Source: an optimization exercise on an open RTL-to-GDS flow (aim: small area, a short achievable clock period and few clock cycles per item). Production flows keep margins and buffers that such runs may drop.
Where RTL was checked, it was by simulation tests only, not by an equivalence proof against the original.
No activity file was given, so power comes from the tool's default toggle rates.

==> wip/onyx: inputs <==
==> flow/design.v <==
module enc_blockizer (
    input  wire       clk,
    input  wire       rst,
    input  wire       in_valid,
    input  wire [7:0] in_data,
    input  wire       in_eos,
    output wire       in_ready,
    output wire       s0_valid,
    output wire [7:0] s0_data,
    output reg        s0_first,    
    output reg  [2:0] blk_m,       
    output reg  [4:0] blk_lm1,     
    input  wire       s0_take,     
    output wire       all_done     
);
    localparam N = 35;
    reg [7:0]   f [0:N-1];
    reg [N-1:0] v;
    reg [4:0]   rem;       
    reg         rv;        
    reg [4:0]   r [0:7];   
    reg         eos_seen;
    assign s0_valid = v[0];
    assign s0_data  = f[0];
    assign in_ready = !v[N-1];
    assign all_done = eos_seen && (v == {N{1'b0}});
    reg [31:1] e [0:7];
    reg [4:0]  ra [0:7];
    integer t, j;
    always @(*) begin
        for (j = 1; j < 32; j = j + 1) begin
            e[0][j] = v[j + 2];
            for (t = 1; t < 8; t = t + 1)
                e[t][j] = e[t - 1][j] & ~(f[j + 1][8 - t] ^ f[j + 2][8 - t]);
        end
        for (t = 0; t < 8; t = t + 1) begin
            ra[t] = 5'd31;
            for (j = 31; j >= 1; j = j - 1)
                if (!e[t][j]) ra[t] = j - 1;
        end
    end
    function gt8;                
        input [7:0] x;
        input [7:0] y;
        integer i;
        begin
            gt8 = 1'b0;
            for (i = 0; i < 8; i = i + 1)
                gt8 = (x[i] & ~y[i]) | (~(x[i] ^ y[i]) & gt8);
        end
    endfunction
    function [7:0] mulc;         
        input [2:0] c;
        input [4:0] x;
        integer i;
        begin
            mulc = 8'd0;
            for (i = 0; i < 32; i = i + 1)
                if (x == i) mulc = c * i;
        end
    endfunction
    function decl_small;         
        input [2:0] c;
        input [2:0] x;
        input [2:0] bb;
        integer i, q;
        begin
            decl_small = 1'b0;
            for (i = 1; i < 7; i = i + 1)
                for (q = 0; q < 7; q = q + 1)
                    if (x == i && bb == q)
                        decl_small = (q * (i + 1) < c * i);
        end
    endfunction
    reg [6:1] ne;
    reg [7:1] nz, dec;
    reg [7:0] sc [1:7];
    reg [2:0] b  [1:7];
    integer a, u;
    always @(*) begin
        for (a = 1; a < 7; a = a + 1)
            ne[a] = (r[a + 1] != r[a]);
        for (a = 1; a < 8; a = a + 1)
            nz[a] = (r[a] != r[0]);
        for (a = 1; a < 8; a = a + 1) begin
            b[a] = 3'd0;
            for (u = 1; u < a; u = u + 1)
                if (ne[u]) b[a] = u;
            sc[a]  = mulc(a, r[a]);
            dec[a] = ((a == 7) || ne[a]) && nz[a] && (r[a] != 5'd0) &&
                     ((r[a][4:3] != 2'd0) || (r[a][2:0] == 3'd7) ||
                      decl_small(a, r[a][2:0], b[a]));
        end
    end
    reg [7:1] win;
    reg [4:0] res_lm1;
    reg [2:0] res_m;
    reg [2:0] fm;
    always @(*) begin
        for (a = 1; a < 8; a = a + 1) begin
            win[a] = dec[a];
            for (u = 1; u < 8; u = u + 1) begin
                if (u > a && dec[u] && !gt8(sc[a], sc[u])) win[a] = 1'b0;
                if (u < a && dec[u] &&  gt8(sc[u], sc[a])) win[a] = 1'b0;
            end
        end
        fm = 3'd0;
        for (a = 1; a < 8; a = a + 1)
            if (!nz[a]) fm = a;
        if (dec != 7'd0) begin
            res_lm1 = 5'd0;
            res_m   = 3'd0;
            for (a = 1; a < 8; a = a + 1)
                if (win[a]) begin
                    res_lm1 = res_lm1 | r[a];
                    res_m   = res_m | a;
                end
        end else begin
            res_lm1 = r[0];
            res_m   = (r[0] == 5'd0) ? 3'd0 : fm;
        end
    end
    wire s0_free  = !v[0] || s0_take;
    wire capture  = rv && s0_free;
    wire take1    = v[1] && s0_free && ((rem != 5'd0) || capture);
    wire s1_free  = !v[1] || take1;
    wire dec2     = v[1] ? (rem[4:1] != 4'd0) : (rem != 5'd0);
    wire compact2 = &(~v[N-1:3] | v[N-2:2]);
    wire win2_ok  = (&v[33:2]) || (eos_seen && compact2 && v[2]);
    wire arm      = win2_ok && !dec2 && s1_free &&
                    (capture || (rem == 5'd1) || ((rem == 5'd0) && !v[1]));
    reg [N-1:1] mv;
    reg         hole;
    integer k;
    always @(*) begin
        mv[1] = take1;
        mv[2] = v[2] && s1_free && (dec2 || arm);
        hole  = !v[2];
        for (k = 3; k < N; k = k + 1) begin
            mv[k] = v[k] && (mv[2] || hole);
            hole  = hole || !v[k];
        end
    end
    wire in_acc  = in_valid && !v[N-1];
    wire free_n2 = !v[N-2] || mv[N-2];
    wire to_n2   = in_acc && free_n2;
    always @(posedge clk) begin
        for (k = 0; k < N - 2; k = k + 1)
            if (mv[k + 1]) f[k] <= f[k + 1];
        if (mv[N-1])    f[N-2] <= f[N-1];
        else if (to_n2) f[N-2] <= in_data;
        if (in_acc && !free_n2) f[N-1] <= in_data;
        if (capture) begin
            blk_m   <= res_m;
            blk_lm1 <= res_lm1;
        end
        if (take1)
            s0_first <= capture;
        if (arm)
            for (t = 0; t < 8; t = t + 1)
                r[t] <= ra[t];
    end
    always @(posedge clk) begin
        if (rst) begin
            v        <= {N{1'b0}};
            rem      <= 5'd0;
            rv       <= 1'b0;
            eos_seen <= 1'b0;
        end else begin
            v[0] <= take1 || (v[0] && !s0_take);
            for (k = 1; k < N - 2; k = k + 1)
                v[k] <= mv[k + 1] || (v[k] && !mv[k]);
            v[N-2] <= mv[N-1] || to_n2 || (v[N-2] && !mv[N-2]);
            v[N-1] <= (in_acc && !free_n2) || (v[N-1] && !mv[N-1]);
            if (capture)
                rem <= res_lm1;
            else if (take1)
                rem <= rem - 5'd1;
            rv <= (rv && !capture) || (arm && !(capture && res_lm1 != 5'd0));
            if (in_eos)
                eos_seen <= 1'b1;
        end
    end
endmodule
module enc_packer (
    input  wire       clk,
    input  wire       rst,
    input  wire       s0_valid,
    input  wire [7:0] s0_data,
    input  wire       s0_first,
    input  wire [2:0] blk_m,
    input  wire [4:0] blk_lm1,
    output wire       s0_take,
    input  wire       all_done,
    output reg        out_valid,
    output reg  [7:0] out_data,
    output reg        out_eos,
    input  wire       out_ready
);
    reg [31:0] acc;     
    reg [5:0]  cnt;
    wire le16 = !cnt[5] && (!cnt[4] || cnt[3:0] == 4'd0);
    wire le24 = !cnt[5] && (!cnt[4] || !cnt[3] || cnt[2:0] == 3'd0);
    wire ge8  = cnt[5:3] != 3'd0;
    wire fits = s0_first ? le16 : le24;
    assign s0_take = s0_valid && fits;
    wire [4:0]  w     = s0_first ? 5'd16 : (5'd8 - {2'd0, blk_m});
    wire [15:0] pushl = s0_first ? {blk_m, blk_lm1, s0_data} : {s0_data << blk_m, 8'd0};
    wire [47:0] sh    = {pushl, 32'd0} >> cnt;
    wire [31:0] comb  = acc | (s0_take ? sh[47:16] : 32'd0);
    wire [5:0]  cc    = cnt + (s0_take ? {1'b0, w} : 6'd0);
    wire out_free = !out_valid || out_ready;
    wire emit     = out_free && (ge8 || (all_done && cnt != 6'd0));
    always @(posedge clk) begin
        if (rst) begin
            acc       <= 32'd0;
            cnt       <= 6'd0;
            out_valid <= 1'b0;
            out_eos   <= 1'b0;
        end else begin
            if (emit) begin
                acc <= {comb[23:0], 8'd0};
                cnt <= ge8 ? cc - 6'd8 : 6'd0;
            end else begin
                acc <= comb;
                cnt <= cc;
            end
            out_valid <= emit || (out_valid && !out_ready);
            out_eos   <= all_done && cnt == 6'd0 && !out_valid;
        end
    end
    always @(posedge clk)
        if (emit)
            out_data <= acc[31:24];
endmodule
module bitpack_enc (
    input  wire       clk,
    input  wire       rst,
    input  wire       in_valid,
    input  wire [7:0] in_data,
    input  wire       in_eos,
    output wire       in_ready,
    output wire       out_valid,
    output wire [7:0] out_data,
    output wire       out_eos,
    input  wire       out_ready
);
    wire       s0_valid;
    wire [7:0] s0_data;
    wire       s0_first;
    wire [2:0] blk_m;
    wire [4:0] blk_lm1;
    wire       s0_take;
    wire       all_done;
    enc_blockizer u_blk (
        .clk(clk), .rst(rst),
        .in_valid(in_valid), .in_data(in_data), .in_eos(in_eos), .in_ready(in_ready),
        .s0_valid(s0_valid), .s0_data(s0_data), .s0_first(s0_first),
        .blk_m(blk_m), .blk_lm1(blk_lm1), .s0_take(s0_take), .all_done(all_done)
    );
    enc_packer u_pack (
        .clk(clk), .rst(rst),
        .s0_valid(s0_valid), .s0_data(s0_data), .s0_first(s0_first),
        .blk_m(blk_m), .blk_lm1(blk_lm1), .s0_take(s0_take), .all_done(all_done),
        .out_valid(out_valid), .out_data(out_data), .out_eos(out_eos), .out_ready(out_ready)
    );
endmodule
==> flow/run.sh <==
#!/bin/bash
# synth_recipe.tcl (not shown) runs the flow's synth.tcl, then flattens the netlist and writes it again
# the make line also repeats each setting of config.mk as NAME=value (left out here)
make -C /OpenROAD-flow-scripts/flow DESIGN_CONFIG=/design/flow/config.mk WORK_HOME=/design/flow/orfs CLKGATE_MAP_FILE= SYNTH_SCRIPT=/design/flow/synth_recipe.tcl finish
==> flow/config.mk <==
export PLATFORM = sky130hd
export DESIGN_NAME = bitpack_enc
export DESIGN_NICKNAME = bitpack_enc
export VERILOG_FILES = /design/flow/design.v
export SDC_FILE = /design/flow/constraint.sdc
export NUM_CORES = 4
export LEC_CHECK = 0
export CAP_MARGIN = 20
export CORE_MARGIN = 2
export CORE_UTILIZATION = 40
export PLACE_DENSITY = 0.6
export SLEW_MARGIN = 20
==> flow/constraint.sdc <==
create_clock -name core_clock -period 13.0 [get_ports {clk}]
set_input_delay 2.6000 -clock core_clock [delete_from_list [all_inputs] [get_ports {clk}]]
set_output_delay 2.6000 -clock core_clock [all_outputs]
set_load 0.01 [all_outputs]
==> wip/fjord (differences from wip/onyx) <==
--- a/flow/design.v
+++ b/flow/design.v
@@ -12,4 +12,4 @@
     output reg  [4:0] blk_lm1,     
-    input  wire       s0_take,     
-    output wire       all_done     
+    input  wire       s0_fits,     
+    output reg        all_done     
 );
@@ -25,3 +25,2 @@
     assign in_ready = !v[N-1];
-    assign all_done = eos_seen && (v == {N{1'b0}});
     reg [31:1] e [0:7];
@@ -89,3 +88,3 @@
             sc[a]  = mulc(a, r[a]);
-            dec[a] = ((a == 7) || ne[a]) && nz[a] && (r[a] != 5'd0) &&
+            dec[a] = ((a == 7) || ne[a]) && nz[a] &&
                      ((r[a][4:3] != 2'd0) || (r[a][2:0] == 3'd7) ||
@@ -122,11 +121,12 @@
     end
-    wire s0_free  = !v[0] || s0_take;
-    wire capture  = rv && s0_free;
-    wire take1    = v[1] && s0_free && ((rem != 5'd0) || capture);
-    wire s1_free  = !v[1] || take1;
-    wire dec2     = v[1] ? (rem[4:1] != 4'd0) : (rem != 5'd0);
+    wire remnz   = (rem != 5'd0);
+    wire rem_ge2 = (rem[4:1] != 4'd0);
+    wire rem_eq1 = (rem == 5'd1);
+    wire r0nz    = (r[0] != 5'd0);
+    wire s0_free = !v[0] || s0_fits;
+    wire capture = rv && s0_free;
+    wire take1   = v[1] && s0_free && (remnz || rv);
+    wire dec2     = v[1] ? rem_ge2 : remnz;
     wire compact2 = &(~v[N-1:3] | v[N-2:2]);
     wire win2_ok  = (&v[33:2]) || (eos_seen && compact2 && v[2]);
-    wire arm      = win2_ok && !dec2 && s1_free &&
-                    (capture || (rem == 5'd1) || ((rem == 5'd0) && !v[1]));
     reg [N-1:1] mv;
@@ -136,3 +136,4 @@
         mv[1] = take1;
-        mv[2] = v[2] && s1_free && (dec2 || arm);
+        mv[2] = v[2] && (v[1] ? (s0_free && (rv ? win2_ok : (rem_ge2 || (rem_eq1 && win2_ok))))
+                              : (remnz || win2_ok));
         hole  = !v[2];
@@ -143,2 +144,3 @@
     end
+    wire arm = mv[2] && !dec2;
     wire in_acc  = in_valid && !v[N-1];
@@ -147,3 +149,4 @@
     always @(posedge clk) begin
-        for (k = 0; k < N - 2; k = k + 1)
+        if (mv[1]) f[0] <= rv ? f[1] : (f[1] << blk_m);
+        for (k = 1; k < N - 2; k = k + 1)
             if (mv[k + 1]) f[k] <= f[k + 1];
@@ -157,3 +160,3 @@
         if (take1)
-            s0_first <= capture;
+            s0_first <= rv;
         if (arm)
@@ -168,4 +171,5 @@
             eos_seen <= 1'b0;
+            all_done <= 1'b0;
         end else begin
-            v[0] <= take1 || (v[0] && !s0_take);
+            v[0] <= take1 || (v[0] && !s0_fits);
             for (k = 1; k < N - 2; k = k + 1)
@@ -178,5 +182,6 @@
                 rem <= rem - 5'd1;
-            rv <= (rv && !capture) || (arm && !(capture && res_lm1 != 5'd0));
+            rv <= (rv && !capture) || (arm && !(capture && r0nz));
             if (in_eos)
                 eos_seen <= 1'b1;
+            all_done <= eos_seen && (v[N-1:1] == {(N-1){1'b0}}) && (!v[0] || s0_fits);
         end
@@ -192,3 +197,3 @@
     input  wire [4:0] blk_lm1,
-    output wire       s0_take,
+    output wire       s0_fits,
     input  wire       all_done,
@@ -199,20 +204,29 @@
 );
-    reg [31:0] acc;     
-    reg [5:0]  cnt;
-    wire le16 = !cnt[5] && (!cnt[4] || cnt[3:0] == 4'd0);
-    wire le24 = !cnt[5] && (!cnt[4] || !cnt[3] || cnt[2:0] == 3'd0);
-    wire ge8  = cnt[5:3] != 3'd0;
-    wire fits = s0_first ? le16 : le24;
-    assign s0_take = s0_valid && fits;
+    reg [23:0] acc;     
+    reg [4:0]  cnt;     
+    reg        le7;     
+    reg        le15;    
+    function [1:0] room;    
+        input [4:0] c;
+        begin
+            room = {c[4:3] == 2'd0, !c[4]};
+        end
+    endfunction
+    assign s0_fits = s0_first ? le7 : le15;
+    wire take = s0_valid && s0_fits;
     wire [4:0]  w     = s0_first ? 5'd16 : (5'd8 - {2'd0, blk_m});
-    wire [15:0] pushl = s0_first ? {blk_m, blk_lm1, s0_data} : {s0_data << blk_m, 8'd0};
-    wire [47:0] sh    = {pushl, 32'd0} >> cnt;
-    wire [31:0] comb  = acc | (s0_take ? sh[47:16] : 32'd0);
-    wire [5:0]  cc    = cnt + (s0_take ? {1'b0, w} : 6'd0);
+    wire [15:0] pushl = s0_first ? {blk_m, blk_lm1, s0_data} : {s0_data, 8'd0};
+    wire [39:0] sh    = {pushl, 24'd0} >> cnt;
+    wire [23:0] comb  = acc | (take ? sh[39:16] : 24'd0);
+    wire [4:0]  cc    = cnt + (take ? w : 5'd0);
+    wire        full  = cc[4:3] != 2'd0;
+    wire [4:0]  cce   = full ? cc - 5'd8 : 5'd0;
     wire out_free = !out_valid || out_ready;
-    wire emit     = out_free && (ge8 || (all_done && cnt != 6'd0));
+    wire emit     = out_free && (full || (all_done && cnt != 5'd0));
     always @(posedge clk) begin
         if (rst) begin
-            acc       <= 32'd0;
-            cnt       <= 6'd0;
+            acc       <= 24'd0;
+            cnt       <= 5'd0;
+            le7       <= 1'b1;
+            le15      <= 1'b1;
             out_valid <= 1'b0;
@@ -221,10 +235,12 @@
             if (emit) begin
-                acc <= {comb[23:0], 8'd0};
-                cnt <= ge8 ? cc - 6'd8 : 6'd0;
+                acc         <= {comb[15:0], 8'd0};
+                cnt         <= cce;
+                {le7, le15} <= room(cce);
             end else begin
-                acc <= comb;
-                cnt <= cc;
+                acc         <= comb;
+                cnt         <= cc;
+                {le7, le15} <= room(cc);
             end
             out_valid <= emit || (out_valid && !out_ready);
-            out_eos   <= all_done && cnt == 6'd0 && !out_valid;
+            out_eos   <= all_done && cnt == 5'd0 && (!out_valid || out_ready);
         end
@@ -233,3 +249,3 @@
         if (emit)
-            out_data <= acc[31:24];
+            out_data <= comb[23:16];
 endmodule
@@ -252,3 +268,3 @@
     wire [4:0] blk_lm1;
-    wire       s0_take;
+    wire       s0_fits;
     wire       all_done;
@@ -258,3 +274,3 @@
         .s0_valid(s0_valid), .s0_data(s0_data), .s0_first(s0_first),
-        .blk_m(blk_m), .blk_lm1(blk_lm1), .s0_take(s0_take), .all_done(all_done)
+        .blk_m(blk_m), .blk_lm1(blk_lm1), .s0_fits(s0_fits), .all_done(all_done)
     );
@@ -263,3 +279,3 @@
         .s0_valid(s0_valid), .s0_data(s0_data), .s0_first(s0_first),
-        .blk_m(blk_m), .blk_lm1(blk_lm1), .s0_take(s0_take), .all_done(all_done),
+        .blk_m(blk_m), .blk_lm1(blk_lm1), .s0_fits(s0_fits), .all_done(all_done),
         .out_valid(out_valid), .out_data(out_data), .out_eos(out_eos), .out_ready(out_ready)
==> flow/flow/run.sh (new file) <==
#!/bin/bash
# Standard layout (the standard.sh: standard synthesis and ORFS steps),
# with timing repair aiming for extra setup slack. Full make output goes to
# flow.log in this folder; ORFS writes each step's log under orfs/logs.
set -euo pipefail
bash standard.sh SETUP_SLACK_MARGIN=9 finish > flow.log 2>&1
==> flow/standard.sh (new file) <==
#!/bin/bash
# synth_recipe.tcl (not shown) runs the flow's synth.tcl, then flattens the netlist and writes it again
# the make line also repeats each setting of config.mk as NAME=value (left out here)
make -C /OpenROAD-flow-scripts/flow DESIGN_CONFIG=/design/flow/config.mk WORK_HOME=/design/flow/orfs CLKGATE_MAP_FILE= SYNTH_SCRIPT=/design/flow/synth_recipe.tcl "${@:-finish}"
--- a/flow/config.mk
+++ b/flow/config.mk
@@ -9,4 +9,4 @@
 export CORE_MARGIN = 2
-export CORE_UTILIZATION = 40
-export PLACE_DENSITY = 0.6
+export CORE_UTILIZATION = 55
+export PLACE_DENSITY = 0.8
 export SLEW_MARGIN = 20
removed: flow/run.sh
==> wip/zinc (differences from wip/onyx) <==
--- a/flow/config.mk
+++ b/flow/config.mk
@@ -9,4 +9,4 @@
 export CORE_MARGIN = 2
-export CORE_UTILIZATION = 40
-export PLACE_DENSITY = 0.6
+export CORE_UTILIZATION = 65
+export PLACE_DENSITY = 0.85
 export SLEW_MARGIN = 20
==> wip/yarrow (differences from wip/onyx) <==
--- a/flow/design.v
+++ b/flow/design.v
@@ -12,4 +12,4 @@
     output reg  [4:0] blk_lm1,     
-    input  wire       s0_take,     
-    output wire       all_done     
+    input  wire       s0_fits,     
+    output reg        all_done     
 );
@@ -25,3 +25,2 @@
     assign in_ready = !v[N-1];
-    assign all_done = eos_seen && (v == {N{1'b0}});
     reg [31:1] e [0:7];
@@ -122,11 +121,12 @@
     end
-    wire s0_free  = !v[0] || s0_take;
-    wire capture  = rv && s0_free;
-    wire take1    = v[1] && s0_free && ((rem != 5'd0) || capture);
-    wire s1_free  = !v[1] || take1;
-    wire dec2     = v[1] ? (rem[4:1] != 4'd0) : (rem != 5'd0);
+    wire remnz   = (rem != 5'd0);
+    wire rem_ge2 = (rem[4:1] != 4'd0);
+    wire rem_eq1 = (rem == 5'd1);
+    wire r0nz    = (r[0] != 5'd0);
+    wire s0_free = !v[0] || s0_fits;
+    wire capture = rv && s0_free;
+    wire take1   = v[1] && s0_free && (remnz || rv);
+    wire dec2     = v[1] ? rem_ge2 : remnz;
     wire compact2 = &(~v[N-1:3] | v[N-2:2]);
     wire win2_ok  = (&v[33:2]) || (eos_seen && compact2 && v[2]);
-    wire arm      = win2_ok && !dec2 && s1_free &&
-                    (capture || (rem == 5'd1) || ((rem == 5'd0) && !v[1]));
     reg [N-1:1] mv;
@@ -136,3 +136,4 @@
         mv[1] = take1;
-        mv[2] = v[2] && s1_free && (dec2 || arm);
+        mv[2] = v[2] && (v[1] ? (s0_free && (rv ? win2_ok : (rem_ge2 || (rem_eq1 && win2_ok))))
+                              : (remnz || win2_ok));
         hole  = !v[2];
@@ -143,2 +144,3 @@
     end
+    wire arm = mv[2] && !dec2;
     wire in_acc  = in_valid && !v[N-1];
@@ -147,3 +149,4 @@
     always @(posedge clk) begin
-        for (k = 0; k < N - 2; k = k + 1)
+        if (mv[1]) f[0] <= rv ? f[1] : (f[1] << blk_m);
+        for (k = 1; k < N - 2; k = k + 1)
             if (mv[k + 1]) f[k] <= f[k + 1];
@@ -157,3 +160,3 @@
         if (take1)
-            s0_first <= capture;
+            s0_first <= rv;
         if (arm)
@@ -168,4 +171,5 @@
             eos_seen <= 1'b0;
+            all_done <= 1'b0;
         end else begin
-            v[0] <= take1 || (v[0] && !s0_take);
+            v[0] <= take1 || (v[0] && !s0_fits);
             for (k = 1; k < N - 2; k = k + 1)
@@ -178,5 +182,6 @@
                 rem <= rem - 5'd1;
-            rv <= (rv && !capture) || (arm && !(capture && res_lm1 != 5'd0));
+            rv <= (rv && !capture) || (arm && !(capture && r0nz));
             if (in_eos)
                 eos_seen <= 1'b1;
+            all_done <= eos_seen && (v == {N{1'b0}});
         end
@@ -192,3 +197,3 @@
     input  wire [4:0] blk_lm1,
-    output wire       s0_take,
+    output wire       s0_fits,
     input  wire       all_done,
@@ -200,13 +205,21 @@
     reg [31:0] acc;     
-    reg [5:0]  cnt;
-    wire le16 = !cnt[5] && (!cnt[4] || cnt[3:0] == 4'd0);
-    wire le24 = !cnt[5] && (!cnt[4] || !cnt[3] || cnt[2:0] == 3'd0);
-    wire ge8  = cnt[5:3] != 3'd0;
-    wire fits = s0_first ? le16 : le24;
-    assign s0_take = s0_valid && fits;
+    reg [5:0]  cnt;     
+    reg        le16;    
+    reg        le24;    
+    function [1:0] room;    
+        input [5:0] c;
+        begin
+            room = {!c[5] && (!c[4] || c[3:0] == 4'd0),
+                    !c[5] && (!c[4] || !c[3] || c[2:0] == 3'd0)};
+        end
+    endfunction
+    assign s0_fits = s0_first ? le16 : le24;
+    wire take = s0_valid && s0_fits;
+    wire        ge8   = cnt[5:3] != 3'd0;
     wire [4:0]  w     = s0_first ? 5'd16 : (5'd8 - {2'd0, blk_m});
-    wire [15:0] pushl = s0_first ? {blk_m, blk_lm1, s0_data} : {s0_data << blk_m, 8'd0};
+    wire [15:0] pushl = s0_first ? {blk_m, blk_lm1, s0_data} : {s0_data, 8'd0};
     wire [47:0] sh    = {pushl, 32'd0} >> cnt;
-    wire [31:0] comb  = acc | (s0_take ? sh[47:16] : 32'd0);
-    wire [5:0]  cc    = cnt + (s0_take ? {1'b0, w} : 6'd0);
+    wire [31:0] comb  = acc | (take ? sh[47:16] : 32'd0);
+    wire [5:0]  cc    = cnt + (take ? {1'b0, w} : 6'd0);
+    wire [5:0]  cce   = ge8 ? cc - 6'd8 : 6'd0;
     wire out_free = !out_valid || out_ready;
@@ -217,2 +230,4 @@
             cnt       <= 6'd0;
+            le16      <= 1'b1;
+            le24      <= 1'b1;
             out_valid <= 1'b0;
@@ -221,7 +236,9 @@
             if (emit) begin
-                acc <= {comb[23:0], 8'd0};
-                cnt <= ge8 ? cc - 6'd8 : 6'd0;
+                acc          <= {comb[23:0], 8'd0};
+                cnt          <= cce;
+                {le16, le24} <= room(cce);
             end else begin
-                acc <= comb;
-                cnt <= cc;
+                acc          <= comb;
+                cnt          <= cc;
+                {le16, le24} <= room(cc);
             end
@@ -252,3 +269,3 @@
     wire [4:0] blk_lm1;
-    wire       s0_take;
+    wire       s0_fits;
     wire       all_done;
@@ -258,3 +275,3 @@
         .s0_valid(s0_valid), .s0_data(s0_data), .s0_first(s0_first),
-        .blk_m(blk_m), .blk_lm1(blk_lm1), .s0_take(s0_take), .all_done(all_done)
+        .blk_m(blk_m), .blk_lm1(blk_lm1), .s0_fits(s0_fits), .all_done(all_done)
     );
@@ -263,3 +280,3 @@
         .s0_valid(s0_valid), .s0_data(s0_data), .s0_first(s0_first),
-        .blk_m(blk_m), .blk_lm1(blk_lm1), .s0_take(s0_take), .all_done(all_done),
+        .blk_m(blk_m), .blk_lm1(blk_lm1), .s0_fits(s0_fits), .all_done(all_done),
         .out_valid(out_valid), .out_data(out_data), .out_eos(out_eos), .out_ready(out_ready)
--- a/flow/config.mk
+++ b/flow/config.mk
@@ -7,6 +7,6 @@
 export LEC_CHECK = 0
-export CAP_MARGIN = 20
+export CAP_MARGIN = 60
 export CORE_MARGIN = 2
-export CORE_UTILIZATION = 40
-export PLACE_DENSITY = 0.6
-export SLEW_MARGIN = 20
+export CORE_UTILIZATION = 65
+export PLACE_DENSITY = 0.85
+export SLEW_MARGIN = 80
==> comparison table <==
Drt pass-1 iters: wip/zinc 7; wip/yarrow 7; wip/onyx 6; wip/fjord 7
Critical path endpoint: wip/zinc u_pack.acc[22]; wip/yarrow u_blk.rem[3]; wip/onyx u_blk.f[21][2]; wip/fjord in_ready
Number of combinational gates with multiple inputs: wip/zinc 2127; wip/yarrow 2131; wip/onyx 2127; wip/fjord 2121
# Post-CTS Setup Buffers: wip/zinc 0; wip/yarrow 0; wip/onyx 0; wip/fjord 12
Final Instance Area: wip/zinc 0.0283 sq mm; wip/yarrow 0.0330 sq mm; wip/onyx 0.0289 sq mm; wip/fjord 0.0293 sq mm
Die height: wip/zinc 206 microns; wip/yarrow 207 microns; wip/onyx 262 microns; wip/fjord 224 microns
Sinks on the clock net: wip/zinc 419; wip/yarrow 422; wip/onyx 419; wip/fjord 413
Clock group total power: wip/zinc 1.22 mW; wip/yarrow 1.33 mW; wip/onyx 1.29 mW; wip/fjord 1.31 mW
Die X-Extent: wip/zinc 206 microns; wip/yarrow 207 microns; wip/onyx 262 microns; wip/fjord 224 microns
Total number of tap cells: wip/zinc 532; wip/yarrow 532; wip/onyx 864; wip/fjord 615
Met1 track demand over resource in global routing: wip/zinc 43.6%; wip/yarrow 48.2%; wip/onyx 28.7%; wip/fjord 40.1%
Pin slew with the least headroom to its limit: wip/zinc 1140 ps; wip/yarrow 649 ps; wip/onyx 1190 ps; wip/fjord 1060 ps
Endpoint, Worst Hold: wip/zinc u_blk.f[10][0]; wip/yarrow u_blk.f[6][0]; wip/onyx u_blk.f[1][0]; wip/fjord u_blk.f[8][0]
Peak supply drop: wip/zinc 0.000101 V; wip/yarrow 0.000120 V; wip/onyx 0.000102 V; wip/fjord 0.000109 V
Post-synthesis cell count: wip/zinc 2796; wip/yarrow 2795; wip/onyx 2796; wip/fjord 2800
Status: wip/zinc complete, no violations; wip/yarrow complete, no violations; wip/onyx complete, no violations; wip/fjord complete, no violations
Effective utilization at floorplan: wip/zinc 65.6%; wip/yarrow 65.6%; wip/onyx 40.5%; wip/fjord 55.8%
Critical Path Source Type: wip/zinc input port; wip/yarrow flop; wip/onyx flop; wip/fjord flop
Most frequent CP cell: wip/zinc -; wip/yarrow sky130_fd_sc_hd__clkdlybuf4s50_1; wip/onyx sky130_fd_sc_hd__a21oi_1; wip/fjord -
Sw Ratio: wip/zinc 24.0%; wip/yarrow 24.9%; wip/onyx 23.9%; wip/fjord 20.4%
Testbench counts of wip/onyx, summed over its fixed seeds: cycles 34,909, items 31,210.
Testbench counts of wip/fjord, summed over its fixed seeds: cycles 34,806, items 31,210.
Testbench counts of wip/zinc, summed over its fixed seeds: cycles 34,909, items 31,210.
For wip/yarrow, only the layout was checked, not whether the RTL still works.

## afterwards: timing with drivers on the ports
In the flow no input, the clock included, has a driving cell. The finished layouts below were timed again as built, in two steps.
Step 1 sets driving cells, clkbuf_16 on the clock port and buf_2 on the other inputs (assumed; they add their load-dependent delay and slew).
Step 2, shift: input delay + t, output delay - t, t = (earliest + latest rising clock arrival at the registers) / 2. This alone moves slack from input paths to output paths.
Slacks: ideal / step 1 / step 2; pairs: ideal / step 1.
run | t, ns | setup WS [ns] | worst hold slack (ns)
wip/onyx | 0.633 | 8.286 / 8.286 / 7.901 | 0.410 / 0.410 / 0.410
wip/fjord | 0.632 | 9.036 / 8.981 / 8.568 | 0.418 / 0.418 / 0.418
wip/zinc | 0.627 | 8.483 / 8.487 / 7.885 | 0.416 / 0.416 / 0.416
wip/yarrow | 0.636 | 7.213 / 7.213 / 7.213 | 0.417 / 0.417 / 0.417
After both steps every run listed still meets setup and hold. For wip/zinc, which loses most, drivers alone change the setup slack by +0.004 ns; drivers and shift together by -0.598 ns.
